Context: an optimization exercise on an open-source flow, tuned for small area, a short achievable clock period and few clock cycles per item. The choices shown serve that exercise and are no tape-out recipe.
RTL that was checked went through simulation tests only; none was proved equivalent to the original.
No activity file was given, so power comes from the tool's default toggle rates.

v58:
## comlynx_arbiter
module comlynx_arbiter (
    input  wire        clk,
    input  wire        rst,         
    input  wire        cmd_valid,
    output reg         cmd_ready,
    input  wire [31:0] cmd_data,
    input  wire        cmd_last,
    output reg         rsp_valid,
    input  wire        rsp_ready,
    output wire [15:0] rsp_data
);
Settings: LEC_CHECK=0, CAP_MARGIN=20, CORE_MARGIN=2, CORE_UTILIZATION=40, SLEW_MARGIN=20; clock period 10.0 ns.
standard.sh (not shown) runs the stock make flow with config.mk's settings and CLKGATE_MAP_FILE= SYNTH_SCRIPT=/design/flow/synth_recipe.tcl, a recipe that flattens the netlist after the stock synthesis.
==> flow/flow/run.sh <==
#!/bin/bash
set -euo pipefail
MARGIN=${MARGIN:-6.5}
bash standard.sh SETUP_SLACK_MARGIN=$MARGIN finish > flow_make.log 2>&1
Testbench counts of v58, summed over its fixed seeds: cycles 12,829, cmds 12,000.
## Diff of input files: v14 against v58
Settings: CTS_BUF_LIST: unset -> sky130_fd_sc_hd__clkbuf_8.
==> flow/flow/run.sh <==
#!/bin/bash
set -euo pipefail
bash standard.sh SETUP_SLACK_MARGIN=6.5 finish > flow_make.log 2>&1
Results
Total power: v14 below v58
Relative to v58, final design instance area without fill decreased by 710 um^2 in v14.
Higher number of clock buffers in the layout was reported by v14, not v58.
v14 vs. v58: wire length of the first global-routing pass went up by about 0.32%.
--- input diff v14..v35 ---
Settings: CORE_UTILIZATION now 60, was 40.
### Flow results
v14 → v35: net total in the final layout went up; sequential power held; design area ~0 delta.
For v31, these inputs were changed with respect to v35:
Settings: changing CORE_UTILIZATION from 60 to 40.
==> flow/flow/run.sh <==
#!/bin/bash
set -euo pipefail
bash standard.sh SETUP_SLACK_MARGIN=7.0 finish > flow_make.log 2>&1
## What came out
- Worst-case setup margin in the final layout for v31: 0.13 ns up relative to v35
- v31: total half-perimeter wirelength after legalization and detailed placement 2.1% below v35
- Summary of v31 over v35: cell count along the critical path saw an increase; sequential share of layout area saw a decrease.
- Higher die area was reported by v31, not v35.
- Compared v35 against v31; gate count of the mapped netlist within noise.
- Count of max-cap constraint violations: v31 vs v35 identical
- Compared with v35, v31 shows detail-routed via count per cell that has gone down by a little under 10%.
- Re signed area change from the synthesized netlist to the final layout: v35 and v31 aren't equal, and the lower value belongs to v35.
- Power share of the combinational group ended up 3.1 points higher on v31 than on v35.
- Compared with v35, the detailed router inserted more vias in v31.
The following lists how v46 was set up differently from v31:
==> flow/flow/run.sh <==
#!/bin/bash
set -euo pipefail
bash standard.sh SETUP_SLACK_MARGIN=6.0 finish > flow_make.log 2>&1
### Flow results
Going from v31 to v46, switching share of power shrinks by 1.2 points.
v46 vs v31: post-detailed-routing wire length down
Higher highest ir drop seen on vdd was reported by v31, not v46.
Total power of v46 is lower than that of v31.
diff inputs: v46 => v38
Settings: SLEW_MARGIN: 20 -> 10; CAP_MARGIN: 20 -> 10.
==> flow/flow/run.sh <==
#!/bin/bash
set -euo pipefail
bash standard.sh SETUP_SLACK_MARGIN=6.5 finish > flow_make.log 2>&1
Results
Timing, DRC, antenna: 0 failures across v46 and v38. Diff v46 -> v38: clock skew went up by 0.0061 ns; pin count of the biggest net entering global routing went down by 14; total power of the final layout went up by 1.3%; via count went up by 3.5%; hold slack went down by 0.0067 ns. STATUS shortest clock period the worst path allows after layout: v38 wins against v46. From v38 to v46, die boundary width did not move at all. Measured against each other, v46 and v38 differ in power share of the combinational group, the lower figure coming from v46. When the final numbers for v46 and v38 were put side by side, the final worst-path cycle share turned out to be greater in v46. [compare] base=v46 new=v38: clock latency at the later pin of the worst-skew pair rose by 0.02 ns; clock power now sits at about the same level.


run A:
Another version of the RTL of comlynx_arbiter (not shown whole).
Size: about 860 flip-flops, roughly 55 I/O pins.
clock: 10.0 ns
lec_check: 0
cap_margin: 20
core_margin: 2
core_utilization: 40
cts_buf_list: sky130_fd_sc_hd__clkbuf_8
slew_margin: 20
==> flow/flow/run.sh <==
#!/bin/bash
set -euo pipefail
bash standard.sh SETUP_SLACK_MARGIN=6.25 finish > flow_make.log 2>&1
Testbench counts of run A, summed over its fixed seeds: cycles 12,829, cmds 12,000.
#### Input delta (run B over run A)
- CTS_BUF_LIST no longer set, was sky130_fd_sc_hd__clkbuf_8
==> flow/flow/run.sh <==
#!/bin/bash
set -euo pipefail
bash standard.sh SETUP_SLACK_MARGIN=6.75 finish > flow_make.log 2>&1
==> run summary <==
Between run A and run B, wire length of the first global-routing pass increased.
Compared with run A, in run B clock buffer and inverter area fraction after layout level, maximum number of pins on one net before global-route repair moved down, wire length the detailed router placed on met1 moved up.
#### Input delta (run C over run B)
- setting CTS_BUF_LIST to sky130_fd_sc_hd__clkbuf_8 for the first time
--- outcome ---
- Compared run C vs run B, and share of power burned in combinational logic is up in run C.
- NOTE: total buffers and inverters traversed by the critical path in run C exceeds that of run B
- Run C ended with more logic depth of the worst path, buffers included than run B.
- Relative to run B, proportion of power drawn by the clock network decreased by 2.0 points in run C.
- [compare] base=run B new=run C: sequential fraction of total cell area up 0.48 points, count of buffers added by post-CTS timing repair for setup decreased by about 40% relative to the old numbers.
- Compared with run B, in run C placed cell count held, met2 wirelength from detailed routing went up 270 um.


Setup of old:
comlynx_arbiter again, from the RTL that the note above started with.
==> flow/config.mk <==
export PLATFORM = sky130hd
export DESIGN_NAME = comlynx_arbiter
export DESIGN_NICKNAME = comlynx_arbiter
export VERILOG_FILES = /design/flow/design.v
export SDC_FILE = /design/flow/constraint.sdc
export NUM_CORES = 4
export LEC_CHECK = 0
export CAP_MARGIN = 20
export CORE_MARGIN = 2
export CORE_UTILIZATION = 40
export CTS_BUF_LIST = sky130_fd_sc_hd__clkbuf_8
export CTS_CLUSTER_DIAMETER = 45
export CTS_CLUSTER_SIZE = 20
export SLEW_MARGIN = 20
==> flow/constraint.sdc <==
create_clock -name core_clock -period 10.0 [get_ports {clk}]
set_input_delay 2.0000 -clock core_clock [delete_from_list [all_inputs] [get_ports {clk}]]
set_output_delay 2.0000 -clock core_clock [all_outputs]
set_load 0.01 [all_outputs]
==> flow/flow/run.sh <==
#!/bin/bash
set -euo pipefail
bash standard.sh SETUP_SLACK_MARGIN=6.75 finish > flow_make.log 2>&1
Testbench counts of old, summed over its fixed seeds: cycles 12,829, cmds 12,000.
Changes in new relative to old:
# old
export LEC_CHECK = 0
export CAP_MARGIN = 20
export CORE_MARGIN = 2
export CORE_UTILIZATION = 40
export CTS_BUF_LIST = sky130_fd_sc_hd__clkbuf_8
export CTS_CLUSTER_DIAMETER = 45
export CTS_CLUSTER_SIZE = 20
export SLEW_MARGIN = 20
create_clock -name core_clock -period 10.0 [get_ports {clk}]
# new
export LEC_CHECK = 0
export CAP_MARGIN = 20
export CORE_MARGIN = 2
export CORE_UTILIZATION = 40
export CTS_BUF_LIST = sky130_fd_sc_hd__clkbuf_8
export SLEW_MARGIN = 20
create_clock -name core_clock -period 10.0 [get_ports {clk}]
==> flow/flow/run.sh <==
#!/bin/bash
set -euo pipefail
bash standard.sh SETUP_SLACK_MARGIN=7.0 finish > flow_make.log 2>&1
Result: PASS for each of new and old. [compare] base=old new=new: maximum frequency increased about 0.8%, critical path buffer and inverter count increased 1, final antenna diode count decreased 1. new: number of vias after detailed routing higher than old. Worst endpoint data arrival time for new: 0.03 ns up relative to old. Part of the total power dissipated in combinational logic for new: 1.3 points up relative to old.


Starting RTL as in the previous note.
export LEC_CHECK = 0
export CAP_MARGIN = 20
export CORE_MARGIN = 2
export CORE_UTILIZATION = 40
export CTS_BUF_LIST = sky130_fd_sc_hd__clkbuf_8
export PLACE_DENSITY = 0.7
export SLEW_MARGIN = 20
create_clock -name core_clock -period 10.0 [get_ports {clk}]
==> flow/flow/run.sh <==
#!/bin/bash
set -euo pipefail
bash standard.sh SETUP_SLACK_MARGIN=6.75 finish > flow_make.log 2>&1
The baseline passed the timing, design-rule and antenna checks.
Testbench counts at the start, summed over its fixed seeds: cycles 12,829, cmds 12,000.
==> next run, changes <==
==> flow/flow/run.sh (replaced) <==
#!/bin/bash
set -euo pipefail
bash standard.sh SETUP_SLACK_MARGIN=6.5 finish > flow_make.log 2>&1
- PLACE_DENSITY: 0.7 -> default
- sequential cell count stays the same
- first-iteration DRC count drops by 25%
- total power drops by 0.74%
- via count drops by 6.4%
- maximum frequency drops by 4.0%
- final area drops by 4.7%
- core utilization drops by 2.3 points
- sequential power hardly moves
- worst setup slack is worse by 140 ps
- synthesized area is unchanged


## sierra
comlynx_arbiter, a different RTL version from the one above (not shown whole).
For scale: ~55 I/O pins, roughly 42000 um^2 of cells after synthesis.
export LEC_CHECK = 0
export CAP_MARGIN = 20
export CORE_MARGIN = 2
export CORE_UTILIZATION = 40
export CTS_BUF_LIST = sky130_fd_sc_hd__clkbuf_8
export SLEW_MARGIN = 20
create_clock -name core_clock -period 10.0 [get_ports {clk}]
==> flow/flow/run.sh <==
#!/bin/bash
set -euo pipefail
bash standard.sh SETUP_SLACK_MARGIN=6.75 finish > flow_make.log 2>&1
No stage failed in sierra, and the final checks on the layout all came back clean.
Setup changes, sierra to xenon
==> flow/flow/run.sh <==
#!/bin/bash
set -euo pipefail
bash standard.sh SETUP_SLACK_MARGIN=6.5 finish > flow_make.log 2>&1
==> comparison <==
Combinational logic power (xenon vs. sierra) decreases by more than 10%. Compared with sierra, xenon instantiates a smaller number of cells. Compared with sierra, in xenon post-synthesis mux area share has remained practically unchanged, non-clock buffer count has decreased, mean instance size in the synthesized netlist has remained practically unchanged.
No functional check of the RTL was part of any run of this note.

[separate check: timing with driven ports]
The flow's constraints put no driver on any port. The routed layouts listed below were extracted and timed again, unchanged, in two steps. Step 1 sets driving cells, clkbuf_16 on the clock port and buf_2 on the other inputs (assumed; they add their load-dependent delay and slew). Step 2 moves the port delays by t, midway between the first and last clock arrival at a register: inputs arrive t later, outputs are due t later. That takes back most of the time a late clock gives input paths. Slacks: ideal / step 1 / step 2; pairs: ideal / step 1.
run	t (ns)	setup WS [ns]	latest minus earliest clock arrival (ns)	pins driven straight from the clock port
v58	0.742	6.396 / 6.317 / 5.575	0.052 / 0.052	1
v14	0.893	6.473 / 6.406 / 5.597	0.057 / 0.057	1
v35	0.873	6.455 / 6.371 / 5.498	0.057 / 0.058	1
v31	0.914	6.589 / 6.444 / 5.530	0.053 / 0.053	1
v46	0.878	6.075 / 6.075 / 5.259	0.052 / 0.052	1
v38	0.899	6.513 / 6.421 / 5.522	0.059 / 0.059	1
run A	0.907	6.247 / 6.247 / 5.498	0.045 / 0.044	1
run B	0.754	6.550 / 6.516 / 5.762	0.059 / 0.059	1
run C	0.924	6.607 / 6.606 / 5.773	0.067 / 0.068	1
old	0.839	6.598 / 6.613 / 5.774	0.044 / 0.043	1
new	0.922	6.624 / 6.617 / 5.773	0.066 / 0.066	1
the first run of note 4	0.904	6.577 / 6.577 / 5.674	0.058 / 0.058	1
the second run of note 4	0.931	6.433 / 6.464 / 5.533	0.086 / 0.086	1
sierra	0.906	6.651 / 6.582 / 5.747	0.068 / 0.068	1
xenon	0.902	6.533 / 6.512 / 5.678	0.056 / 0.056	1
After both steps every run listed still meets setup and hold. For v31, which loses most, drivers alone change the setup slack by -0.145 ns; drivers and shift together by -1.059 ns.
